Source: an optimization exercise on an open RTL-to-GDS flow (aim: small area). Production flows keep margins and buffers that such runs may drop.
In this exercise RTL edits were held to simulation tests only and were not proved equivalent to the original.
No activity file was given, so power comes from the tool's default toggle rates.

`flow/run.sh`:
```
#!/bin/bash
# synth_recipe.tcl (not shown) runs the flow's synth.tcl, then flattens the netlist and writes it again
# the make line also repeats each setting of config.mk as NAME=value (left out here)
make -C /OpenROAD-flow-scripts/flow DESIGN_CONFIG=/design/flow/config.mk WORK_HOME=/design/flow/orfs CLKGATE_MAP_FILE= SYNTH_SCRIPT=/design/flow/synth_recipe.tcl finish
```
`flow/config.mk`:
```
export PLATFORM = sky130hd
export DESIGN_NAME = ecm_fce
export DESIGN_NICKNAME = ecm_fce
export VERILOG_FILES = /design/flow/design.v
export SDC_FILE = /design/flow/constraint.sdc
export NUM_CORES = 4
export LEC_CHECK = 0
export CAP_MARGIN = 30
export CORE_MARGIN = 2
export CORE_UTILIZATION = 50
export CTS_BUF_LIST = sky130_fd_sc_hd__clkbuf_8
export CTS_CLUSTER_DIAMETER = 60
export CTS_CLUSTER_SIZE = 18
export SLEW_MARGIN = 40
```
`flow/constraint.sdc`:
```
create_clock -name core_clock -period 8.0 [get_ports {clk}]
set_input_delay 1.6000 -clock core_clock [delete_from_list [all_inputs] [get_ports {clk}]]
set_output_delay 1.6000 -clock core_clock [all_outputs]
set_load 0.01 [all_outputs]
```
`flow/design.v`:
```
module ecm_fce (
    input  logic        clk,
    input  logic        rst,       
    input  logic        req,
    input  logic        we,
    input  logic [7:0]  addr,
    input  logic [31:0] wdata,
    output logic        ack,
    output logic        err,
    output logic [31:0] rdata
);
    localparam int NM = 25;          
    localparam int NSCAN = 5;        
    localparam logic [4:0] S_DG2   = 5'd16;
    localparam logic [4:0] S_DG0   = 5'd17;
    localparam logic [4:0] S_DG1   = 5'd18;
    localparam logic [4:0] S_DGLEN = 5'd19;
    localparam logic [4:0] S_DG3   = 5'd20;
    localparam logic [4:0] S_LL    = 5'd21;
    localparam logic [4:0] S_BUS   = 5'd22;
    localparam logic [4:0] S_LEN   = 5'd23;
    localparam logic [4:0] S_CAN   = 5'd24;
    logic [NM-1:0][32:0] m;
    logic [63:0][7:0]    lr;
    logic [4:0]  pos;      
    logic [5:0]  lpos;     
    wire  [32:0] H  = m[NM-1];
    wire  [7:0]  LB = lr[63];
    wire         h_data = !pos[4];       
    logic [2:0]  st_err;
    logic [2:0]  st_cause;
    logic [4:0]  st_index;
    typedef enum logic [3:0] {
        T_CLR, T_IDLE, T_DONE,
        T_EWAIT, T_ECHK, T_EWR,
        T_DWAIT, T_DEC,
        T_PLL, T_PWAIT, T_PVAL, T_PCAP, T_PGAP, T_PFIN, T_PFILL, T_SWAIT
    } state_t;
    state_t state;
    logic        clr_cmd;      
    logic        cmd_v;        
    logic        cmd_pe;       
    logic        w_go;         
    logic [6:0]  ln;           
    wire  [6:0]  ll     = ln;
    wire  [3:0]  lenlo  = ln[3:0];
    wire         lenbig = ln[4];
    logic [5:0]  tcnt;         
    logic [2:0]  scan;         
    logic        intok;
    logic        capturing;    
    logic        pending;      
    logic [31:0] acc;
    logic        accw;
    logic [4:0]  tslot;        
    wire addr_bad = (addr[1:0] != 2'b00) || (addr >= 8'hC0);
    wire is_line  = addr[7];
    logic       is_main;
    logic [4:0] aslot;
    always_comb begin
        is_main = 1'b1;
        aslot   = {1'b0, addr[6], addr[4:2]};        
        if (addr[6:5] == 2'b11) begin                  
            is_main = !addr[4];
            case (addr[3:2])
                2'd0: aslot = S_DG0;
                2'd1: aslot = S_DG1;
                2'd2: aslot = S_DG2;
                default: aslot = S_DG3;
            endcase
        end else if (addr[6:5] == 2'b00) begin
            case (addr[4:2])
                3'd2: aslot = S_CAN;
                3'd3: aslot = S_BUS;
                3'd4: aslot = S_LEN;
                3'd6: aslot = S_DGLEN;
                3'd7: aslot = S_LL;
                default: is_main = 1'b0;
            endcase
        end
    end
    wire idle      = (state == T_IDLE);
    wire acc_ok    = req && idle && !addr_bad;
    wire main_hit  = acc_ok && !is_line && is_main && (pos == aslot);
    wire main_wr   = main_hit && we;
    wire line_rhit = acc_ok && is_line && !we && (lpos == {addr[5:2], 2'b00});
    wire line_wsel = acc_ok && is_line && we && (lpos[5:2] == addr[5:2]);
    wire line_wr   = line_wsel && (lpos[1:0] == 2'd0 || w_go);
    wire line_wack = line_wr && (lpos[1:0] == 2'd3);
    wire is_wide   = !is_line && (addr[6:2] == 5'h05);
    wire wide_rhit = acc_ok && is_wide && !we && (pos == 5'd0);
    wire wide_wr   = acc_ok && is_wide && we && (pos == 5'd0 || w_go);
    wire wide_wack = wide_wr && (pos == S_CAN);
    wire is_cmd    = !is_line && (addr[6:2] == 5'd0);
    wire imm       = !is_line && !is_main && !is_wide && !(we && is_cmd);
    wire cmd_wr    = acc_ok && we && is_cmd;
    wire cmd_legal = (wdata == 32'h11) || (wdata == 32'h01) || (wdata == 32'h02) ||
                     (wdata == 32'h03) || (wdata == 32'h14) || (wdata == 32'h04) ||
                     (wdata == 32'h0F);
    assign err = req && addr_bad;
    assign ack = req && ((idle && (addr_bad || imm || main_hit || line_rhit || line_wack ||
                                   wide_rhit || wide_wack || (cmd_wr && !cmd_legal)))
                         || state == T_DONE);
    logic [17:0] wide_rd;
    always_comb begin
        wide_rd[0] = m[0][32];
        wide_rd[1] = m[2][32];
        for (int i = 0; i < 16; i++)
            wide_rd[2+i] = m[NM-1-i][32];
    end
    always_comb begin
        if (is_line)
            rdata = {lr[60], lr[61], lr[62], lr[63]};
        else if (is_main)
            rdata = H[31:0];
        else begin
            case (addr[6:2])
                5'h01:   rdata = {11'd0, st_index, 8'h00, 1'b0, st_cause, 1'b0, st_err};
                5'h05:   rdata = {14'd0, wide_rd};
                5'h1C:   rdata = 32'd64;
                default: rdata = 32'd0;
            endcase
        end
    end
    wire       b_in  = ({1'b0, lpos} < ll);
    wire       b_ws  = !b_in || (LB == 8'h20) || (LB >= 8'h09 && LB <= 8'h0D);
    wire [7:0] LBl   = LB | 8'h20;
    wire       b_hex = (LB >= 8'h30 && LB <= 8'h39) || (LBl >= 8'h61 && LBl <= 8'h66);
    wire [3:0] b_hv  = LB[6] ? (LB[3:0] + 4'd9) : LB[3:0];
    wire       last  = (lpos == 6'd63);
    wire scanning  = (state == T_PCAP);
    wire cap_start = scanning && !b_ws && !intok && (tcnt <= 6'd16) &&
                     (3'(tcnt % NSCAN) == scan);
    wire ready     = pending || (capturing && b_ws);
    wire [4:0] tdl = (pos >= tslot) ? pos - tslot : pos + 5'(NM) - tslot;
    wire wr_p0  = ready && (tdl == 5'd0);
    wire wr_p8  = ready && (tdl == 5'd8);
    wire wr_p16 = ready && (tdl == 5'd16);
    wire tok_wr = wr_p0 || wr_p8 || wr_p16;
    wire capph  = (state == T_PCAP) || (state == T_PGAP) || (state == T_PFIN) ||
                  (state == T_PFILL);
    wire pend_n = (pending && !tok_wr) || (capturing && (b_ws ? !tok_wr : last)) ||
                  (cap_start && last);
    wire        e_hi = (pos == S_DG3);
    logic [3:0] e_keep;
    always_comb
        for (int k = 0; k < 4; k++)
            e_keep[k] = lenbig || ({1'b0, e_hi, 2'(k)} < lenlo);
    wire [31:0] e_word = {m[12][7:0] & {8{e_keep[3]}}, m[13][7:0] & {8{e_keep[2]}},
                          m[14][7:0] & {8{e_keep[1]}}, m[15][7:0] & {8{e_keep[0]}}};
    logic [7:0] d_byte;
    always_comb
        case (pos[1:0])
            2'd0: d_byte = m[8][7:0];
            2'd1: d_byte = m[9][15:8];
            2'd2: d_byte = m[10][23:16];
            default: d_byte = m[11][31:24];
        endcase
    wire [3:0] dec_L    = m[3][3:0];                
    wire       dec_f1   = (m[2][31:0] != 32'd16);
    wire       dec_f2   = (dec_L > 4'd8);
    wire       dec_chk  = (state == T_DEC) && (pos == S_BUS);
    wire       dec_fail = dec_chk && (dec_f1 || dec_f2);
    wire st_ewr  = (state == T_EWR);
    wire dec_ok  = (state == T_DEC) && !dec_fail;
    wire s_clr   = (state == T_CLR);
    wire s_dg0   = st_ewr && (pos == S_DG0);
    wire s_dg1   = st_ewr && (pos == S_DG1);
    wire s_ew    = st_ewr && (pos == S_DG2 || pos == S_DG3);
    wire s_dgl   = st_ewr && (pos == S_DGLEN);
    wire s_dbus  = dec_ok && (pos == S_BUS);
    wire s_dlen  = dec_ok && (pos == S_LEN);
    wire s_dcan  = dec_ok && (pos == S_CAN);
    wire s_ddat  = dec_ok && h_data;
    wire s_dd    = s_ddat && !pos[3] && ({1'b0, pos[2:0]} < lenlo);
    wire s_acc   = wr_p0;
    wire s_fill  = (state == T_PFILL) && !wr_p0;
    wire s_plen  = s_fill && (pos == S_LEN);
    wire s_zero  = s_fill && h_data && ({1'b0, pos} >= tcnt - 6'd1);
    wire s_keep  = !(s_clr || main_wr || s_dg0 || s_dg1 || s_ew || s_dgl || s_dbus ||
                     s_dlen || s_dcan || s_ddat || s_acc || s_plen || s_zero);
    wire s_keep32 = !(s_clr || wide_wr || s_dbus || s_dcan || s_ddat || s_acc || s_zero);
    logic ww_bit;        
    always_comb begin
        ww_bit = 1'b0;
        if (h_data)            ww_bit = wdata[2 + pos[3:0]];
        else if (pos == S_BUS) ww_bit = wdata[1];
        else if (pos == S_CAN) ww_bit = wdata[0];
    end
    wire [31:0] tm1 = {26'd0, tcnt - 6'd1};
    logic [32:0] m0_d;
    always_comb begin
        m0_d[31:0] = (H[31:0]                & {32{s_keep}})
                   | (wdata                  & {32{main_wr}})
                   | (acc                    & {32{s_acc}})
                   | ({m[17][10:0], 21'd0}   & {32{s_dg0}})
                   | ({m[20][27:0], m[19][3:0]} & {32{s_dg1}})
                   | (e_word                 & {32{s_ew}})
                   | ({27'd0, s_dgl, 4'd0})
                   | ({4'd0, m[3][31:4]}     & {32{s_dbus}})
                   | ({28'd0, lenlo}         & {32{s_dlen}})
                   | ({21'd0, m[6][31:21]}   & {32{s_dcan}})
                   | ({24'd0, d_byte}        & {32{s_dd}})
                   | (tm1                    & {32{s_plen}});
        m0_d[32]   = (H[32] && s_keep32) || (ww_bit && wide_wr) || (accw && s_acc);
    end
    always_ff @(posedge clk) begin
        for (int i = 1; i < NM; i++)
            m[i] <= m[i-1];
        m[0] <= m0_d;
        if (wr_p8)  m[8]  <= {accw, acc};
        if (wr_p16) m[16] <= {accw, acc};
        for (int i = 1; i < 64; i++)
            lr[i] <= lr[i-1];
        if (state == T_CLR)
            lr[0] <= 8'h00;
        else if (line_wr)
            lr[0] <= wdata[8*lpos[1:0] +: 8];
        else
            lr[0] <= LB;
    end
    logic       e_fail;
    logic [2:0] e_cause;
    always_comb begin
        e_fail  = 1'b0;
        e_cause = 3'd4;
        if (pos == S_CAN) begin
            e_fail  = H[32] || (H[31:11] != 0);
            e_cause = 3'd1;
        end else if (pos == S_BUS) begin
            e_fail  = H[32] || (H[31:28] != 0);
            e_cause = 3'd2;
        end else if (pos == S_LEN) begin
            e_fail  = (H[31:4] != 0);
            e_cause = 3'd3;
        end else if (h_data) begin
            e_fail  = !lenbig && (pos[3:0] < lenlo) && (H[32] || (H[31:8] != 0));
        end
    end
    always_ff @(posedge clk) begin
        pos  <= (pos == 5'(NM-1)) ? 5'd0 : pos + 5'd1;
        lpos <= lpos + 6'd1;
        if (line_wr || wide_wr)
            w_go <= !(line_wack || wide_wack);
        if ((state == T_ECHK || state == T_EWR) && pos == S_LEN)
            ln <= {2'd0, H[31:4] != 0, H[3:0]};
        case (state)
            T_CLR: begin
                if (last) begin
                    if (clr_cmd) state <= T_DONE;
                    else         state <= T_IDLE;
                end
            end
            T_IDLE: begin
                if (cmd_wr) begin
                    cmd_v   <= wdata[4];
                    cmd_pe  <= (wdata[3:0] == 4'h4);
                    clr_cmd <= 1'b1;
                    st_err   <= 3'd0;
                    st_cause <= 3'd0;
                    st_index <= 5'd0;
                    case (wdata)
                        32'h11, 32'h01: state <= T_EWAIT;
                        32'h02:         state <= T_DWAIT;
                        32'h03, 32'h14, 32'h04: state <= T_PLL;
                        32'h0F:         state <= T_SWAIT;
                        default: st_err <= 3'd4;
                    endcase
                end
            end
            T_DONE:
                state <= T_IDLE;
            T_SWAIT:
                if (last) state <= T_CLR;
            T_EWAIT:
                if (pos == S_LL)
                    state <= cmd_v ? T_ECHK : T_EWR;
            T_ECHK: begin
                if (e_fail && (st_err == 3'd0 || pos == S_CAN)) begin
                    st_err   <= 3'd1;
                    st_cause <= e_cause;
                    st_index <= (e_cause == 3'd4) ? {1'b0, pos[3:0]} : 5'd0;
                end
                if (pos == S_LL)
                    state <= (st_err != 3'd0) ? T_DONE : T_EWR;
            end
            T_EWR:
                if (pos == S_LL)
                    state <= T_DONE;
            T_DWAIT:
                if (pos == S_LL)
                    state <= T_DEC;
            T_DEC: begin
                if (dec_chk) begin
                    ln[3:0] <= dec_L;
                    if (dec_f1) begin
                        st_err <= 3'd3; st_cause <= 3'd1;
                        state  <= T_DONE;
                    end else if (dec_f2) begin
                        st_err <= 3'd3; st_cause <= 3'd2; st_index <= {1'b0, dec_L};
                        state  <= T_DONE;
                    end
                end
                if (pos == S_LL)
                    state <= T_DONE;
            end
            T_PLL:
                if (pos == S_LL) begin
                    ln <= H[6:0];
                    if (H[31:0] > 32'd64) begin
                        st_err <= 3'd2; st_cause <= 3'd3;
                        state  <= T_DONE;
                    end else
                        state <= T_PWAIT;
                end
            T_PWAIT:
                if (last) begin
                    state <= T_PVAL;
                    intok <= 1'b0;
                    tcnt  <= 6'd0;
                end
            T_PVAL: begin
                intok <= !b_ws && !last;
                if (b_ws && intok)
                    tcnt <= tcnt + 6'd1;
                if (!b_ws && !b_hex && st_err == 3'd0) begin
                    st_err <= 3'd2; st_cause <= 3'd2; st_index <= tcnt[4:0];
                end
                if (last) begin
                    tcnt  <= 6'd0;
                    scan  <= 3'd0;
                    if (tcnt == 6'd0 && b_ws && !intok) begin
                        st_err <= 3'd2; st_cause <= 3'd1; st_index <= 5'd0;
                        state  <= T_DONE;
                    end else if (st_err != 3'd0 || !b_hex && !b_ws)
                        state <= T_DONE;
                    else
                        state <= T_PCAP;
                end
            end
            T_PCAP: begin
                intok <= !b_ws && !last;
                if (b_ws && intok)
                    tcnt <= tcnt + 6'd1;
                if (last) begin
                    scan <= scan + 3'd1;
                    if (scan == 3'(NSCAN-1)) begin
                        tcnt  <= tcnt + {5'd0, (b_ws && intok) || !b_ws};
                        state <= T_PFIN;
                    end else begin
                        tcnt <= 6'd0;
                        if (pend_n) state <= T_PGAP;
                    end
                end
            end
            T_PGAP:
                if (last) state <= T_PCAP;
            T_PFIN:
                if (pos == S_LL)
                    state <= T_PFILL;
            T_PFILL:
                if (pos == S_LL && !pend_n)
                    state <= cmd_pe ? T_EWAIT : T_DONE;
            default:
                state <= T_IDLE;
        endcase
        if (cap_start) begin
            acc       <= {28'd0, b_hv};
            accw      <= 1'b0;
            capturing <= !last;
            tslot     <= (tcnt == 6'd0) ? S_CAN : 5'(tcnt - 6'd1);
        end else if (capturing) begin
            if (!b_ws) begin
                acc  <= {acc[27:0], b_hv};
                accw <= accw || (acc[31:28] != 4'd0);
            end
            if (b_ws || last)
                capturing <= 1'b0;
        end
        pending <= capph && pend_n;
        if (rst) begin
            state    <= T_CLR;
            clr_cmd  <= 1'b0;
            pos      <= 5'd0;
            lpos     <= 6'd0;
            w_go     <= 1'b0;
            capturing <= 1'b0;
            pending  <= 1'b0;
            st_err   <= 3'd0;
            st_cause <= 3'd0;
            st_index <= 5'd0;
        end
    end
endmodule
```
==> results.yml, run 1 <==
route:
  drt-initial-drc-count: 2277
  drcViolationCount: 0
  postRouteAntennaNets: 0
  vias_per_cell: 5.33
  dr.pass1.iters: 7
  post_drt_wl_per_cell_um: 23.8
  postRouteWirelength_mm: 92.3
  vias: 20600
yosys:
  synthTopCellsByArea: "dfxtp_1, nand2_1, mux2_2"
  synth_warnings: 1
  postSynthCellCount: 2766
  yosysMostFrequentCell: "dfxtp_1"
  synth_area_per_cell_um2: 13.5
  synth_common_cells: "dfxtp_1, nand2_1, a21oi_1"
  synth.distinct_cells: 85
  synth_top_area_cell: "dfxtp_1"
  ys_seq_area_frac: 0.771
  async_flop_share: 0
  ys.flop_type: "dfxtp_1"
  syn-cell-area_mm2: 0.0373
  synth_nets: 2865
  synth_top_area_frac: 0.754
  ys_seq_elements: 1424
  synth_edf_count: 21
timing:
  slew_headroom: 0.444
  fin_setup_tns_ps: 0
  tightest_slew_ps: 828
  min_period_ps: 6860
  finalSetupViolations: 0
  max_freq_mhz: 146
  rsz0062_at_grt: "false"
  clock-skew-final_ps: 44.2
  hold_violations: 0
  drv_slew: 0
  post-route-period-util: 0.857
  finalWorstSetupSlack_ps: 1140
place:
  place.gp.congestion: 0.958
  io_buffers: 77
  dp_cells: 3745
  hpwl_mm: 64.8
  dp_slack_ps: 1180
global_routing:
  grt_first_pass_wirelength_mm: 136
  globalRouteTotalUtil: 0.240
  overflow: 0
  antenna_found_initial: 8
  grt_pass1_vias: 20700
  grt_max_degree: 62
cts:
  cts_tree: "done"
  cts_buffer_depth: 3
  post_cts.resized_instances: 0
  holdBufCountCts: 0
  clock-root-buffer: "clkbuf_8"
  clkSinkCount: 1424
  cts_max_level: 3
  clk_latency_ps: 750
  cts_buffers: 97
  clkTransAtPathRegs_ps: 110
  postCtsSetupBuffers: 0
power_and_ir_drop:
  power_mw: 11.6
  ir_worst_vdd_mv: 0.177
  cellLeakagePower_nw: 15.9
  pwr_density_cell_mw_per_mm2: 285
layout:
  nets: 2974
  nFillCells: 6185
  drive_above_1_share: 0.0924
  instances_no_fill: 3870
  area_growth_pct: 9.59
status:
  outcome: "complete, no violations"
critical_path:
  endpoint_kind: "primary output"
  setup.worst_path.start_class: "primary input"
  worstPathMaxFanout: 13
  r2r_end: "acc[1]$_DFFE_PP_"
  r2r_start: "tcnt[3]$_DFFE_PP_"
  crit_slowest_cell: "clkdlybuf4s50_1"
  r2r_setup_slack_ps: 1730
  ff2ff_path_depth: 25
  required_ps: 6400
  slowest_delay_ps: 620
  path_cells: "clkdlybuf4s50_1, a211oi_1, nand3_1, nor2_1, nand2_1, or4_1, inv_1, nand2_1, o21ai_0, or3_1, o21ai_0, a21oi_1, clkdlybuf4s50_1"
  crit_type: "primary input to primary output"
  crit_arrival_ps: 5260
worst_hold_path:
  hold_class: "flop to flop"
  hold_start: "m[37]$_DFF_P_"
  hold_depth: 0
  min_to: "m[70]$_DFF_P_"
flow_run:
  drv_cap: 0
die:
  ios: 78
  num_rows: 100
  die_x_um: 277
  die_area_mm2: 0.0767
  start_util: 0.503
  core_area_mm2: 0.0741
  die_y_um: 277
-- layout make-up --
class	instances	area (µm²)	share of cell area
Timing Repair Buffer	109	1010	0.0247
Inverter	64	240	0.00588
Clock inverter	26	342	0.00837
Tap cell	969	1210	0.0297
Multi-Input combinational cell	1179	7970	0.195
Clock buffer	97	1340	0.0327
Antenna cell	2	5.00	0.000123
Sequential cell	1424	28700	0.703
-- cell usage in the layout, fill, tap and decap left out, drive strengths merged, types with 21 or more instances in the layout --
cell           count
dfxtp           1403
nand2            264
a21oi             99
clkbuf            97
nor2              96
o21ai             90
inv               81
clkdlybuf4s50     76
mux2              69
ha                52
a222oi            47
nand3             43
nor3              40
buf               33
a22oi             30
nor4              30
xnor2             27
a221o             27
mux2i             21
edfxtp            21
-- worst max-delay path: cells and delay by family --
family / cells / cell delay, ps
AO/OA/AOI/OAI: 4 / 930
buffers and inverters: 3 / 1400
AND/OR/NAND/NOR: 6 / 1330
-- logic make-up after synthesis --
group,after synthesis,synth area share
adder cells (fa/ha/maj),56,0.0193
AND/OR/NAND/NOR,574,0.0713
flip-flops,1424,0.771
AO/OA/AOI/OAI,410,0.0786
multiplexers,103,0.0347
XOR/XNOR,36,0.00846
buffers and inverters,163,0.0168
-- registers in the layout, indices dropped and copies added (netlist names), 3 cells and up --
name and count:
m 825, lr 512, acc 32, ln 7
lpos 6, tcnt 6, pos 5, st_index 5
tslot 5, state 4, scan 3, st_cause 3
st_err 3
-- routing by layer --
metal | routed length (µm) | GRT usage | share of wire | vias to the layer above
met2 | 42000 | 0.387 | 0.46 | 748
met4 | 3370 | 0.0863 | 0.037 | 8
li1 | - | - | - | 9630
met3 | 5920 | 0.0442 | 0.064 | 175
met5 | 43 | 0 | 0.00047 | -
met1 | 40900 | 0.325 | 0.44 | 10100
-- metrics by stage --
| stage | hold slack (ps) | utilization | area [µm²] |
|---|---|---|---|
| 5_1_grt | 304 | 0.551 | 40800 |
| 6_report | 302 | 0.551 | 40800 |
| 3_3_place_gp | 309 | 0.528 | 39100 |
| 2_1_floorplan | 310 | - | 37300 |
| 3_5_place_dp | 312 | 0.529 | 39200 |
| 4_1_cts | 298 | 0.551 | 40800 |
-- power by group --
| part | switching [mW] | internal (mW) | leakage [nW] |
|---|---|---|---|
| sequential | 0.170 | 7.19 | 11.5 |
| clock | 2.18 | 1.24 | 0.862 |
| combinational | 0.532 | 0.341 | 3.55 |
-- worst max path at each step --
stage | startpoint | endpoint | slack, ps | cells past startpoint
floorplan | tcnt[4]$_DFFE_PP_ | state[0]$_SDFFE_PP0P_ | 2720 | 25
global placement | addr[6] | ack | 1300 | 13
detailed placement | addr[6] | ack | 1180 | 13
CTS | addr[6] | ack | 1160 | 13
global route | addr[6] | ack | 870 | 13
finish | addr[6] | ack | 1140 | 13
==> run 2, diff against run 1 <==
--- a/flow/config.mk
+++ b/flow/config.mk
@@ -8,7 +8,7 @@
 export CAP_MARGIN = 30
 export CORE_MARGIN = 2
 export CORE_UTILIZATION = 50
-export CTS_BUF_LIST = sky130_fd_sc_hd__clkbuf_8
-export CTS_CLUSTER_DIAMETER = 60
-export CTS_CLUSTER_SIZE = 18
+export CTS_BUF_LIST = sky130_fd_sc_hd__clkbuf_16
+export CTS_CLUSTER_DIAMETER = 80
+export CTS_CLUSTER_SIZE = 28
 export SLEW_MARGIN = 40
==> run 2 against run 1 <==
  * Still clean
  * Clock-buffer cell count fell by 38
  * Power rose by 0.65%
  * Final area barely moved
  * Clock skew rose by 7.0 ps
  * Final cell count fell by 1.3%
  * Area after synthesis did not move
  * Hold slack improved by 3.5 ps
  * Register-to-register slack got worse by 30 ps
  * Via count fell by 1.0%
  * Maximum frequency rose by 0.21%
  * Flip-flop and latch count did not move
  * Largest cell class unchanged
==> results.yml, run 2 <==
route:
  drt-initial-drc-count: 2123
  postRouteWirelength_mm: 92.0
  post_drt_wl_per_cell_um: 24.1
  dr.pass1.iters: 9
  postRouteAntennaNets: 0
  drcViolationCount: 0
  vias_per_cell: 5.34
  vias: 20400
yosys:
  synth_top_area_frac: 0.754
  synth_top_area_cell: "dfxtp_1"
  synth_common_cells: "dfxtp_1, nand2_1, a21oi_1"
  postSynthCellCount: 2766
  synth.distinct_cells: 85
  ys_seq_area_frac: 0.771
  synthTopCellsByArea: "dfxtp_1, nand2_1, mux2_2"
  ys.flop_type: "dfxtp_1"
  synth_edf_count: 21
  synth_warnings: 1
  synth_nets: 2865
  syn-cell-area_mm2: 0.0373
  synth_area_per_cell_um2: 13.5
  async_flop_share: 0
  yosysMostFrequentCell: "dfxtp_1"
  ys_seq_elements: 1424
global_routing:
  grt_first_pass_wirelength_mm: 135
  grt_max_degree: 62
  globalRouteTotalUtil: 0.238
  overflow: 0
  antenna_found_initial: 5
  grt_pass1_vias: 20200
critical_path:
  setup.worst_path.start_class: "primary input"
  r2r_setup_slack_ps: 1700
  r2r_end: "acc[1]$_DFFE_PP_"
  r2r_start: "tcnt[3]$_DFFE_PP_"
  ff2ff_path_depth: 25
  endpoint_kind: "primary output"
  crit_arrival_ps: 5240
  crit_type: "primary input to primary output"
  worstPathMaxFanout: 13
  required_ps: 6400
cts:
  holdBufCountCts: 0
  clkSinkCount: 1424
  postCtsSetupBuffers: 0
  cts_buffer_depth: 3
  post_cts.resized_instances: 0
  clock-root-buffer: "clkbuf_16"
  cts_tree: "done"
  clkTransAtPathRegs_ps: 100
  cts_max_level: 2
  clk_latency_ps: 680
  cts_buffers: 59
die:
  die_area_mm2: 0.0767
  num_rows: 100
  core_area_mm2: 0.0741
  ios: 78
  die_x_um: 277
  die_y_um: 277
  start_util: 0.503
power_and_ir_drop:
  switching_share: 0.238
  cellLeakagePower_nw: 15.9
  pwr_density_cell_mw_per_mm2: 287
  p_switching_mw: 2.79
  pwr-share-clk: 0.298
  ir_worst_vdd_mv: 0.207
  internal-power_mw: 8.93
  power_frac_comb: 0.075
  p_seq_frac: 0.628
layout:
  reg_top3: "m: 825 flops, lr: 512 flops, acc: 32 flops"
  stdcell_area_mm2: 0.0408
  drive_above_1_share: 0.0762
  nFillCells: 6147
  area_growth_pct: 9.63
  layout_common_cells: "dfxtp_1, nand2_1, a21oi_1, nor2_1, o21ai_0"
  largest_reg_flops: 825
  regMostFlops: "m"
  layout.cells.most_common: "dfxtp_1"
  nets: 2936
timing:
  slew_headroom: 0.437
  rsz0062_at_grt: "false"
  finalSetupViolations: 0
  fin_setup_tns_ps: 0
  clock-skew-final_ps: 51.1
  max_freq_mhz: 146
  min_period_ps: 6840
  drv_slew: 0
  post-route-period-util: 0.855
  tightest_slew_ps: 841
  hold_violations: 0
worst_hold_path:
  min_to: "m[194]$_DFF_P_"
  hold_class: "flop to flop"
  hold_start: "m[161]$_DFF_P_"
  hold_depth: 0
place:
  place.gp.congestion: 0.958
  place_area_mm2: 0.0392
  hpwl_mm: 64.8
  io_buffers: 77
status:
  outcome: "complete, no violations"
flow_run:
  drv_cap: 0
==> run 2: changes by cell type in the layout (fill, tap and decap cells not counted), sizes merged <==
cell,change
inv,-10
diode,+2
clkinvlp,-2
clkbuf,-38
bufinv,-1
==> run 2: how the worst max path moves through the flow <==
stage,from,end,depth (start not counted)
after floorplan,tcnt[4]$_DFFE_PP_,state[0]$_SDFFE_PP0P_,25
after global placement,addr[6],ack,13
after detailed placement,addr[6],ack,13
after CTS,addr[6],ack,13
after global routing,addr[6],ack,13
final,addr[6],ack,13
==> run 2: area by class of cell <==
type	count	area [µm²]	share of cell area
Antenna cell	4	10.0	0.000245
Clock buffer	59	1480	0.0361
Clock inverter	13	210	0.00515
Inverter	64	240	0.00588
Multi-Input combinational cell	1179	7970	0.195
Sequential cell	1424	28700	0.703
Tap cell	969	1210	0.0297
Timing Repair Buffer	109	1010	0.0247
==> run 2: metrics by stage <==
step / hold WS [ps] / power [mW] / worst slack (ps) / cells / util
6_report: 305 / 11.7 / 1160 / 3821 / 0.551
3_5_place_dp: 312 / 8.39 / 1180 / 3745 / 0.529
5_1_grt: 304 / 12.1 / 869 / 3817 / 0.551
4_1_cts: 293 / 11.8 / 1160 / 3817 / 0.551
3_3_place_gp: 309 / 8.39 / 1300 / 3745 / 0.528
2_1_floorplan: 310 / 7.93 / 2720 / 2766 / -
==> run 2: per-layer routing <==
| metal | part of all wire | GRT usage |
|---|---|---|
| met1 | 0.45 | 0.329 |
| met2 | 0.45 | 0.382 |
| met3 | 0.055 | 0.0367 |
| met4 | 0.038 | 0.0838 |
| met5 | 0.00024 | 0 |
==> run 2: critical path, cell delays in order <==
cell and delay [ps]:
clkdlybuf4s50_1 620, a211oi_1 530, nand3_1 170, nor2_1 220, nand2_1 100, or4_1 580
inv_1 200, nand2_1 110, o21ai_0 90, or3_1 130, o21ai_0 70, a21oi_1 230
clkdlybuf4s50_1 570
==> run 2: cell families (layout without fill, tap and decap cells) <==
logic type,Yosys count,in the layout,synth area share
fa+ha+maj,56,56,0.0193
simple gates,574,574,0.0713
flops,1424,1424,0.771
buf+inv,163,245,0.0168
xor+xnor,36,36,0.00846
compound gates,410,410,0.0786
other cells,0,4,0
mux,103,103,0.0347
==> run 2: power by group through the flow <==
stage / Combinational [mW] / Clock [mW] / Sequential [mW]
floorplan: 0.527 / 0 / 7.40
global placement: 0.862 / 0 / 7.53
detailed placement: 0.864 / 0 / 7.53
CTS: 0.868 / 3.56 / 7.37
global route: 0.940 / 3.81 / 7.36
finish: 0.876 / 3.49 / 7.36
==> run 3, diff against run 2 <==
==> flow/flow/run.sh (new file) <==
#!/bin/bash
# Own layout flow: the standard flow (standard.sh) with two changes made
# through ORFS's own variables:
#  - the port buffers that buffer_ports inserts are buf_1 cells;
#  - clock tree synthesis runs without dummy loads.
# Each tool's full output goes to standard.log in the work folder.
set -euo pipefail
export BUFFER_PORTS_ARGS="-buffer_cell sky130_fd_sc_hd__buf_1"
export CTS_ARGS="-sink_clustering_enable -repair_clock_nets -dont_use_dummy_load -buf_list sky130_fd_sc_hd__clkbuf_8 -sink_clustering_size 18 -sink_clustering_max_diameter 60"
bash standard.sh > standard.log 2>&1
==> flow/standard.sh (new file) <==
#!/bin/bash
# synth_recipe.tcl (not shown) runs the flow's synth.tcl, then flattens the netlist and writes it again
# the make line also repeats each setting of config.mk as NAME=value (left out here)
make -C /OpenROAD-flow-scripts/flow DESIGN_CONFIG=/design/flow/config.mk WORK_HOME=/design/flow/orfs CLKGATE_MAP_FILE= SYNTH_SCRIPT=/design/flow/synth_recipe.tcl "${@:-finish}"
--- a/flow/config.mk
+++ b/flow/config.mk
@@ -8,7 +8,7 @@
 export CAP_MARGIN = 30
 export CORE_MARGIN = 2
 export CORE_UTILIZATION = 50
-export CTS_BUF_LIST = sky130_fd_sc_hd__clkbuf_16
-export CTS_CLUSTER_DIAMETER = 80
-export CTS_CLUSTER_SIZE = 28
+export CTS_BUF_LIST = sky130_fd_sc_hd__clkbuf_8
+export CTS_CLUSTER_DIAMETER = 60
+export CTS_CLUSTER_SIZE = 18
 export SLEW_MARGIN = 40
removed: flow/run.sh
==> run 3 against run 2 <==
  * Still clean on timing, DRC and antenna
  * Synthesized cell count unchanged
  * Flip-flop and latch count unchanged
  * Clock-buffer cell count up 35
  * First-iteration DRC count down 1.1%
  * Die area unchanged
  * Maximum frequency up 7.4%
  * Final area down 2.2%
  * Clock power down 13%
  * Combinational power down 5.7%
  * Utilization down 1.2 points
  * Final cell count up 0.58%
  * Critical path depth up 11
  * Largest power group unchanged
==> results.yml, run 3 <==
layout:
  nets: 2972
  regMostFlops: "m"
  instances_no_fill: 3843
  area_growth_pct: 7.27
  drive_above_1_share: 0.0839
  largest_reg_flops: 825
  reg_top3: "m: 825 flops, lr: 512 flops, acc: 32 flops"
  layout.cells.most_common: "dfxtp_1"
  finalCoreUtilization: 0.540
  layout_common_cells: "dfxtp_1, nand2_1, a21oi_1, nor2_1, clkbuf_8"
critical_path:
  ff2ff_path_depth: 24
  crit_arrival_ps: 6950
  crit_type: "flop to flop"
  worstPathMaxFanout: 23
  endpoint_kind: "flop"
  required_ps: 8580
  setup.worst_path.start_class: "flop"
die:
  num_rows: 100
  die_y_um: 277
  core_area_mm2: 0.0741
  die_x_um: 277
  die_area_mm2: 0.0767
  ios: 78
  start_util: 0.503
timing:
  max_freq_mhz: 157
  finalSetupViolations: 0
  post-route-period-util: 0.797
  fin_setup_tns_ps: 0
  finalWorstSetupSlack_ps: 1630
  hold_violations: 0
  clock-skew-final_ps: 106
  drv_slew: 0
  slew_headroom: 0.390
  min_period_ps: 6370
  whs_ps: 241
  rsz0062_at_grt: "false"
  tightest_slew_ps: 915
cts:
  clock-root-buffer: "clkbuf_8"
  cts_buffer_depth: 3
  clkTransAtPathRegs_ps: 100
  cts_tree: "done"
  holdBufCountCts: 0
  cts_max_level: 3
  postCtsSetupBuffers: 0
  clkSinkCount: 1424
  post_cts.resized_instances: 0
  clk_latency_ps: 730
  cts_buffers: 94
route:
  vias_per_cell: 5.37
  vias: 20700
  dr.pass1.iters: 8
  postRouteAntennaNets: 0
  postRouteWirelength_mm: 91.7
  drcViolationCount: 0
  drt-initial-drc-count: 2100
  post_drt_wl_per_cell_um: 23.9
global_routing:
  grt_pass1_vias: 20600
  antenna_found_initial: 8
  grt_first_pass_wirelength_mm: 135
  overflow: 0
  globalRouteTotalUtil: 0.238
  grt_max_degree: 62
yosys:
  async_flop_share: 0
  syn-cell-area_mm2: 0.0373
  synth_area_per_cell_um2: 13.5
  synth_edf_count: 21
  synth_nets: 2865
  postSynthCellCount: 2766
  synth_warnings: 1
  ys.flop_type: "dfxtp_1"
  synth_common_cells: "dfxtp_1, nand2_1, a21oi_1"
  synthTopCellsByArea: "dfxtp_1, nand2_1, mux2_2"
  synth_top_area_cell: "dfxtp_1"
  synth_top_area_frac: 0.754
  synth.distinct_cells: 85
  ys_seq_area_frac: 0.771
  ys_seq_elements: 1424
  yosysMostFrequentCell: "dfxtp_1"
place:
  dp_cells: 3745
  dp_slack_ps: 1680
  hpwl_mm: 65.0
  place.gp.congestion: 0.967
  io_buffers: 77
worst_hold_path:
  hold_class: "flop to flop"
  hold_depth: 0
power_and_ir_drop:
  cellLeakagePower_nw: 15.5
  ir_worst_vdd_mv: 0.206
  pwr_density_cell_mw_per_mm2: 280
status:
  outcome: "complete, no violations"
flow_run:
  drv_cap: 0
## run 3: cell counts after synthesis
Identical to the previous run, type by type.
## run 3: report_power, final
part | leakage, nW | internal, mW | total (mW) | switching (mW)
registers | 11.5 | 7.19 | 7.36 | 0.173
clock network | 0.676 | 1.06 | 3.02 | 1.96
logic | 3.36 | 0.286 | 0.826 | 0.539
## run 3: critical path: stages (launching register included)
cell      delay, ps
edfxtp_1        850
inv_2           180
ha_1            270
inv_1            60
ha_1            290
nand4b_2        280
o211a_1         250
a31oi_1         240
inv_1           130
ha_1            190
inv_1            60
o211a_2         260
nand3_1         230
xnor2_1         390
inv_1           160
ha_1            220
o21ai_0         130
nand2_1          90
a221o_1         370
nor3_1          210
and2_1          180
a21oi_1          80
a21oi_2         680
buf_4           400
a21oi_1          70
## run 3: final timing paths
path	start	endpoint	slack, ps
worst max register to register	tcnt[3]$_DFFE_PP_	acc[14]$_SDFFE_PP0P_	1630
worst min-delay path	m[768]$_DFF_P_	m[801]$_DFF_P_	240
worst min register to register	m[768]$_DFF_P_	m[801]$_DFF_P_	240
worst max-delay path	tcnt[3]$_DFFE_PP_	acc[14]$_SDFFE_PP0P_	1630
## run 3: cells by family after synthesis
kind of cell,share of synthesized area
buffers and inverters,0.0168
and+or+nand+nor,0.0713
muxes,0.0347
xor gates and xnor gates,0.00846
AOI/OAI and AO/OA,0.0786
adders and majority gates,0.0193
DFF,0.771
## run 3: layout make-up
class,instances,area (µm²)
Clock buffer,94,1290
Antenna cell,3,7.51
Fill cell,6259,34100
Sequential cell,1424,28700
Multi-Input combinational cell,1179,7960
Tap cell,969,1210
Inverter,64,240
Timing Repair Buffer,110,536
## run 3: routing by layer
metal / vias up / track usage / wire length [µm]
met3: 189 / 0.0496 / 6070
li1: 9592 / - / -
met2: 750 / 0.380 / 41500
met4: 8 / 0.0913 / 3720
met5: - / 0 / 51
met1: 10100 / 0.319 / 40400
## run 3: stage by stage
stage	total power, mW	instance area [µm²]
after floorplan	7.93	37300
after global routing	11.6	40000
final	11.2	40000
after CTS	11.3	40000
after detailed placement	8.34	38700
after global placement	8.34	38600
==> run 4, diff against run 3 <==
--- a/flow/design.v
+++ b/flow/design.v
@@ -32,7 +32,7 @@
     logic [4:0]  st_index;
     typedef enum logic [3:0] {
         T_CLR, T_IDLE, T_DONE,
-        T_EWAIT, T_ECHK, T_EWR,
+        T_EWAIT, T_EWR,
         T_DWAIT, T_DEC,
         T_PLL, T_PWAIT, T_PVAL, T_PCAP, T_PGAP, T_PFIN, T_PFILL, T_SWAIT
     } state_t;
@@ -161,7 +161,7 @@
     wire       dec_f2   = (dec_L > 4'd8);
     wire       dec_chk  = (state == T_DEC) && (pos == S_BUS);
     wire       dec_fail = dec_chk && (dec_f1 || dec_f2);
-    wire st_ewr  = (state == T_EWR);
+    wire st_ewr  = (state == T_EWR) && (st_err == 3'd0);
     wire dec_ok  = (state == T_DEC) && !dec_fail;
     wire s_clr   = (state == T_CLR);
     wire s_dg0   = st_ewr && (pos == S_DG0);
@@ -242,7 +242,7 @@
         lpos <= lpos + 6'd1;
         if (line_wr || wide_wr)
             w_go <= !(line_wack || wide_wack);
-        if ((state == T_ECHK || state == T_EWR) && pos == S_LEN)
+        if (state == T_EWR && pos == S_LEN)
             ln <= {2'd0, H[31:4] != 0, H[3:0]};
         case (state)
             T_CLR: begin
@@ -274,19 +274,16 @@
                 if (last) state <= T_CLR;
             T_EWAIT:
                 if (pos == S_LL)
-                    state <= cmd_v ? T_ECHK : T_EWR;
-            T_ECHK: begin
-                if (e_fail && (st_err == 3'd0 || pos == S_CAN)) begin
+                    state <= T_EWR;
+            T_EWR: begin
+                if (cmd_v && e_fail && (st_err == 3'd0 || pos == S_CAN)) begin
                     st_err   <= 3'd1;
                     st_cause <= e_cause;
                     st_index <= (e_cause == 3'd4) ? {1'b0, pos[3:0]} : 5'd0;
                 end
                 if (pos == S_LL)
-                    state <= (st_err != 3'd0) ? T_DONE : T_EWR;
-            end
-            T_EWR:
-                if (pos == S_LL)
                     state <= T_DONE;
+            end
             T_DWAIT:
                 if (pos == S_LL)
                     state <= T_DEC;
==> run 4 against run 3 <==
  * Power decreased by 2.1%
  * Utilization rose by 0.38 points
  * Maximum frequency down 2.3%
  * Sequential share of layout area rose by 0.59 points
  * Critical path depth fell by 3
  * Non-clock buffer count decreased by 4
==> results.yml, run 4 <==
status:
  outcome: "complete, no violations"
worst_hold_path:
  hold_depth: 0
  hold_class: "flop to flop"
  min_to: "m[800]$_DFF_P_"
  hold_start: "m[767]$_DFF_P_"
cts:
  cts_max_level: 3
  cts_tree: "done"
  clock-root-buffer: "clkbuf_8"
  clkSinkCount: 1424
  postCtsSetupBuffers: 0
  post_cts.resized_instances: 0
  cts_buffer_depth: 3
  holdBufCountCts: 0
  clk_latency_ps: 760
  cts_buffers: 95
  clkTransAtPathRegs_ps: 110
layout:
  layout_common_cells: "dfxtp_1, nand2_1, nor2_1, clkbuf_8, a21oi_1"
  layout.cells.most_common: "dfxtp_1"
  finalCoreUtilization: 0.543
  nets: 2890
  regMostFlops: "m"
  instances_no_fill: 3755
  drive_above_1_share: 0.0843
  area_growth_pct: 7.46
  nFillCells: 6176
  regArea_mm2: 0.0287
  largest_reg_flops: 825
  multi_input_area_mm2: 0.00768
  reg_top3: "m: 825 flops, lr: 512 flops, acc: 32 flops"
yosys:
  synth_warnings: 1
  synth.distinct_cells: 82
  yosys.area_share.simple: 0.0679
  syn-cell-area_mm2: 0.0369
  synthAdderAreaFrac: 0.0193
  synth_top_family_by_area: "compound AO/OA/AOI/OAI gates"
  ys.flop_type: "dfxtp_1"
  ys_seq_elements: 1424
  yosysMostFrequentCell: "dfxtp_1"
  synth_top_area_cell: "dfxtp_1"
  synth_nets: 2782
  synth_top_area_frac: 0.761
  muxShareOfSynthArea: 0.0342
  synth_edf_count: 21
  synthTopCellsByArea: "dfxtp_1, nand2_1, mux2_2"
  postSynthCellCount: 2683
  synth-xor-area-share: 0.00828
  ys_seq_area_frac: 0.778
  synth_compound_area_frac: 0.0768
  async_flop_share: 0
  synth_common_cells: "dfxtp_1, nand2_1, nor2_1"
  synth_area_per_cell_um2: 13.8
critical_path:
  endpoint_kind: "flop"
  r2r_setup_slack_ps: 1480
  ff2ff_path_depth: 21
  crit_type: "flop to flop"
  crit_arrival_ps: 6880
  required_ps: 8360
  worstPathMaxFanout: 35
  setup.worst_path.start_class: "flop"
  r2r_end: "acc[2]$_DFFE_PP_"
  r2r_start: "tcnt[4]$_DFFE_PP_"
place:
  dp_cells: 3652
  io_buffers: 77
  hpwl_mm: 63.2
  place.gp.congestion: 0.966
die:
  start_util: 0.506
  die_x_um: 276
  num_rows: 99
  die_area_mm2: 0.0760
  core_area_mm2: 0.0730
  die_y_um: 276
  ios: 78
timing:
  slew_headroom: 0.417
  clock-skew-final_ps: 142
  hold_violations: 0
  tightest_slew_ps: 875
  max_freq_mhz: 153
  fin_setup_tns_ps: 0
  min_period_ps: 6520
  finalSetupViolations: 0
  whs_ps: 271
  rsz0062_at_grt: "false"
  post-route-period-util: 0.815
  drv_slew: 0
global_routing:
  grt_pass1_vias: 19700
  antenna_found_initial: 10
  globalRouteTotalUtil: 0.236
  overflow: 0
  grt_first_pass_wirelength_mm: 130
  grt_max_degree: 63
power_and_ir_drop:
  power_mw: 11.0
  cellLeakagePower_nw: 15.4
  ir_worst_vdd_mv: 0.190
  pwr_density_cell_mw_per_mm2: 277
route:
  postRouteWirelength_mm: 89.8
  dr.pass1.iters: 6
  drt-initial-drc-count: 1447
  vias_per_cell: 5.32
  postRouteAntennaNets: 0
  post_drt_wl_per_cell_um: 23.9
  drcViolationCount: 0
  vias: 20000
flow_run:
  drv_cap: 0
[run 4: cell types whose count changed after synthesis, sizes merged, moves of 9 or more]
cell	delta
inv	-12
nand2	-28
nand2b	+10
nand3	-9
nor3	-13
o21ai	-21
[run 4: cells by family after synthesis]
family / count (synthesis)
DFF: 1424
muxes: 102
xor gates and xnor gates: 34
and+or+nand+nor: 536
adders and majority gates: 55
AOI/OAI and AO/OA: 385
buffers and inverters: 147
[run 4: power by group]
group          total [mW]  leakage, nW  internal, mW  switching, mW
registers            7.37         11.5          7.18          0.197
logic               0.543         3.22         0.195          0.348
clock network        3.05        0.683          1.07           1.99
total                11.0         15.4          8.44           2.53
[run 4: worst max-delay path, stage by stage (launching register included)]
cell and delay (ps):
edfxtp_1 650, inv_1 260, ha_1 330, nor2_2 220, inv_2 130, ha_1 390
o31ai_4 420, o21ai_2 130, xnor2_2 370, ha_1 230, inv_1 60, o32ai_2 440
a2111oi_4 150, xnor2_1 280, inv_1 110, ha_1 210, xor2_1 160, xnor2_1 160
a2111o_1 410, a22oi_2 230, buf_4 500, nand2b_1 310
[run 4: worst max path at each step]
stage | startpoint | end | slack, ps | cells after the start
4_1_cts | tcnt[4]$_DFFE_PP_ | acc[2]$_DFFE_PP_ | 1490 | 21
3_5_place_dp | tcnt[4]$_DFFE_PP_ | acc[0]$_DFFE_PP_ | 1530 | 21
6_report | tcnt[4]$_DFFE_PP_ | acc[2]$_DFFE_PP_ | 1480 | 21
2_1_floorplan | addr[7] | ack | 2580 | 9
5_1_grt | tcnt[4]$_DFFE_PP_ | acc[2]$_DFFE_PP_ | 1070 | 21
3_3_place_gp | tcnt[4]$_DFFE_PP_ | acc[0]$_DFFE_PP_ | 1680 | 21
[run 4: metal layers]
metal / wire length (µm) / GRT usage
met1: 40000 / 0.318
met2: 40600 / 0.378
met3: 5520 / 0.0447
met4: 3500 / 0.0923
met5: 75 / 0
[run 4: layout make-up]
class	count	area share
diodes	7	0.000442
well taps	959	0.0303
flip-flops and latches	1424	0.724
repair buffers	106	0.0134
inverters	52	0.00492
clock buffers	95	0.0330
multi-input cells	1112	0.194
[run 4: metrics by stage]
| step | setup slack, ps | instance area [µm²] |
|---|---|---|
| after floorplan | 2580 | 36900 |
| after global placement | 1680 | 38300 |
| after detailed placement | 1530 | 38300 |
| after CTS | 1490 | 39600 |
| after global routing | 1070 | 39600 |
| final | 1480 | 39600 |
==> run 5, diff against run 4 <==
==> flow/flow/run.sh (replaced) <==
#!/bin/bash
# Own layout flow: the standard flow (standard.sh) with two changes made
# through ORFS's own variables:
#  - the port buffers that buffer_ports inserts are buf_1 cells;
#  - clock tree synthesis runs without dummy loads.
# Each tool's full output goes to standard.log in the work folder.
set -euo pipefail
export BUFFER_PORTS_ARGS="-buffer_cell sky130_fd_sc_hd__buf_1"
export CTS_ARGS="-sink_clustering_enable -repair_clock_nets -dont_use_dummy_load -buf_list sky130_fd_sc_hd__clkbuf_8 -sink_clustering_size 20 -sink_clustering_max_diameter 50"
bash standard.sh > standard.log 2>&1
==> flow/config.mk (replaced) <==
export PLATFORM = sky130hd
export DESIGN_NAME = ecm_fce
export DESIGN_NICKNAME = ecm_fce
export VERILOG_FILES = /design/flow/design.v
export SDC_FILE = /design/flow/constraint.sdc
export NUM_CORES = 4
export LEC_CHECK = 0
export CAP_MARGIN = 15
export CORE_MARGIN = 2
export CORE_UTILIZATION = 70
export SLEW_MARGIN = 15
==> run 5 against run 4 <==
  * Register-to-register slack better by 130 ps
  * Combinational power up 1%
  * Utilization up 20 points
  * Highest routed layer unchanged
  * Critical endpoint is now acc[3]$_DFFE_PP_
  * Still clean
==> results.yml, run 5 <==
power_and_ir_drop:
  internal-power_mw: 8.38
  pwr-share-clk: 0.275
  p_switching_mw: 2.57
  ir_worst_vdd_mv: 0.249
  power_frac_comb: 0.050
  cellLeakagePower_nw: 15.3
  pwr_density_cell_mw_per_mm2: 280
  switching_share: 0.235
  p_seq_frac: 0.675
global_routing:
  grt_max_degree: 63
  globalRouteTotalUtil: 0.367
  grt_first_pass_wirelength_mm: 141
  overflow: 0
  antenna_found_initial: 9
  grt_pass1_vias: 21300
critical_path:
  r2r_start: "tcnt[4]$_DFFE_PP_"
  crit_type: "flop to flop"
  path_delay_family: "compound AO/OA/AOI/OAI gates"
  path_cells: "inv_1, ha_1, nor2_2, inv_2, ha_1, o31ai_4, o21ai_2, xnor2_2, ha_1, inv_1, o32ai_2, a2111oi_4, xnor2_1, inv_1, ha_1, xor2_1, xnor2_1, a2111o_1, a22oi_2, buf_4, nand2b_1"
  crit_arrival_ps: 6730
  worst-path-buf-inv: 5
  endpoint_kind: "flop"
  crit_slowest_cell: "edfxtp_1"
  r2r_setup_slack_ps: 1600
  required_ps: 8340
  crit_top_cell: "ha_1"
  ff2ff_path_depth: 21
  worstPathMaxFanout: 35
  r2r_end: "acc[3]$_DFFE_PP_"
  setup.worst_path.start_class: "flop"
  slowest_delay_ps: 630
yosys:
  synth_warnings: 1
  synth_top_area_frac: 0.761
  synth.distinct_cells: 82
  synthTopCellsByArea: "dfxtp_1, nand2_1, mux2_2"
  ys.flop_type: "dfxtp_1"
  yosysMostFrequentCell: "dfxtp_1"
  synth_edf_count: 21
  synth_common_cells: "dfxtp_1, nand2_1, nor2_1"
  syn-cell-area_mm2: 0.0369
  postSynthCellCount: 2683
  ys_seq_elements: 1424
  ys_seq_area_frac: 0.778
  async_flop_share: 0
  synth_top_area_cell: "dfxtp_1"
  synth_nets: 2782
  synth_area_per_cell_um2: 13.8
die:
  ios: 78
  die_area_mm2: 0.0546
  start_util: 0.705
  num_rows: 84
  die_y_um: 234
  core_area_mm2: 0.0523
  die_x_um: 234
route:
  vias: 21300
  drt-initial-drc-count: 2679
  postRouteAntennaNets: 0
  drcViolationCount: 0
  dr.pass1.iters: 10
  vias_per_cell: 6.14
  post_drt_wl_per_cell_um: 28.7
  postRouteWirelength_mm: 99.5
timing:
  slew_headroom: 0.232
  min_period_ps: 6400
  clock-skew-final_ps: 120
  tightest_slew_ps: 1140
  max_freq_mhz: 156
  fin_setup_tns_ps: 0
  post-route-period-util: 0.799
  hold_violations: 0
  rsz0062_at_grt: "false"
  finalSetupViolations: 0
  drv_slew: 0
layout:
  area_growth_pct: 6.10
  layout_common_cells: "dfxtp_1, nand2_1, nor2_1, a21oi_1, clkbuf_8"
  drive_above_1_share: 0.0799
  regMostFlops: "m"
  nFillCells: 2907
  largest_reg_flops: 825
  nets: 2880
  layout.cells.most_common: "dfxtp_1"
  instances_no_fill: 3471
  reg_top3: "m: 825 flops, lr: 512 flops, acc: 32 flops"
place:
  dp_cells: 3378
  place.gp.congestion: 1.02
  io_buffers: 77
  hpwl_mm: 68.1
cts:
  post_cts.resized_instances: 0
  cts_buffers: 89
  cts_max_level: 3
  cts_tree: "done"
  clk_latency_ps: 760
  clock-root-buffer: "clkbuf_8"
  cts_buffer_depth: 3
  clkTransAtPathRegs_ps: 90
  postCtsSetupBuffers: 0
  clkSinkCount: 1424
  holdBufCountCts: 0
worst_hold_path:
  hold_start: "m[758]$_DFF_P_"
  hold_class: "flop to flop"
  hold_depth: 0
  min_to: "m[791]$_DFF_P_"
status:
  outcome: "complete, no violations"
flow_run:
  drv_cap: 0
==> run 5: cell counts after synthesis <==
Identical to the previous run, type by type.
==> run 5: final cells by class <==
| cell class | instances | area, µm² | area share |
|---|---|---|---|
| clock buffer | 89 | 1220 | 0.0313 |
| sequential | 1424 | 28700 | 0.734 |
| timing repair buffer | 102 | 478 | 0.0122 |
| tap | 688 | 861 | 0.0220 |
| multi-input combinational | 1112 | 7660 | 0.196 |
| antenna | 4 | 10.0 | 0.000256 |
| inverter | 52 | 195 | 0.00499 |
==> run 5: worst max-delay path by stage <==
stage                                  from  cells past startpoint  slack (ps)               end
after floorplan                     addr[7]                      9        2580               ack
after global placement              addr[7]                     11        1750               ack
after detailed placement            addr[7]                     11        1460               ack
after CTS                           addr[7]                     11        1470               ack
after global routing      tcnt[4]$_DFFE_PP_                     21        1230  acc[2]$_DFFE_PP_
final                     tcnt[4]$_DFFE_PP_                     21        1600  acc[3]$_DFFE_PP_
==> run 5: logic make-up (layout without fill, tap and decap cells) <==
kind of cell,Yosys count,in the layout,share of synthesized area
muxes,102,102,0.0342
AOI/OAI and AO/OA,385,385,0.0768
adders and majority gates,55,55,0.0193
and+or+nand+nor,536,536,0.0679
DFF,1424,1424,0.778
other,0,4,0
buffers and inverters,147,243,0.0152
xor gates and xnor gates,34,34,0.00828
==> run 5: power groups by stage <==
stage / logic (mW) / clock network, mW / registers [mW]
finish: 0.551 / 3.00 / 7.39
floorplan: 0.351 / 0 / 7.39
global placement: 0.515 / 0 / 7.54
global route: 0.582 / 3.23 / 7.38
detailed placement: 0.525 / 0 / 7.53
CTS: 0.533 / 3.02 / 7.37
==> run 5: layer usage <==
layer | GRT usage | wire (µm)
met3 | 0.0872 | 10100
met1 | 0.455 | 36300
met4 | 0.241 | 7820
met2 | 0.577 | 45200
met5 | 0 | 46
==> run 5: stage by stage <==
| step | setup slack (ps) | instance area (µm²) | hold slack, ps | power [mW] | util |
|---|---|---|---|---|---|
| after CTS | 1470 | 39100 | 283 | 10.9 | 0.748 |
| final | 1600 | 39100 | 282 | 10.9 | 0.748 |
| after global routing | 1230 | 39100 | 278 | 11.2 | 0.748 |
| after global placement | 1750 | 37900 | 309 | 8.05 | 0.724 |
| after floorplan | 2580 | 36900 | 310 | 7.74 | - |
| after detailed placement | 1460 | 37900 | 312 | 8.06 | 0.724 |

==> port drivers added, routing unchanged <==
In the flow no input, the clock included, has a driving cell. The finished layouts below were timed again as built, in two steps. Step 1 (the two cells are an assumption about what drives the block):
set clk [get_ports {clk}]
set_driving_cell -lib_cell sky130_fd_sc_hd__clkbuf_16 $clk
set_driving_cell -lib_cell sky130_fd_sc_hd__buf_2 [delete_from_list [all_inputs] $clk]
Step 2 moves the port delays by t, midway between the first and last clock arrival at a register: inputs arrive t later, outputs are due t later. That takes back most of the time a late clock gives input paths. Slacks: ideal ports / drivers / drivers and shift; pairs: ideal ports / drivers.
run	t (ns)	setup slack, ns	slew at the worst register clock pin (ns)	worst slew at a driven data input, ns
run 1	0.794	1.142 / 1.116 / 1.116	0.11 / 0.11	0.04
run 2	0.718	1.156 / 1.131 / 1.131	0.11 / 0.11	0.04
run 3	0.741	1.626 / 1.626 / 1.626	0.11 / 0.11	0.14
run 4	0.755	1.477 / 1.477 / 1.477	0.11 / 0.11	0.12
run 5	0.768	1.605 / 1.605 / 1.605	0.12 / 0.12	0.15
After both steps setup and hold are still met in every run listed. For run 1, which loses most, drivers alone change the setup slack by -0.026 ns; drivers and shift together by -0.026 ns.
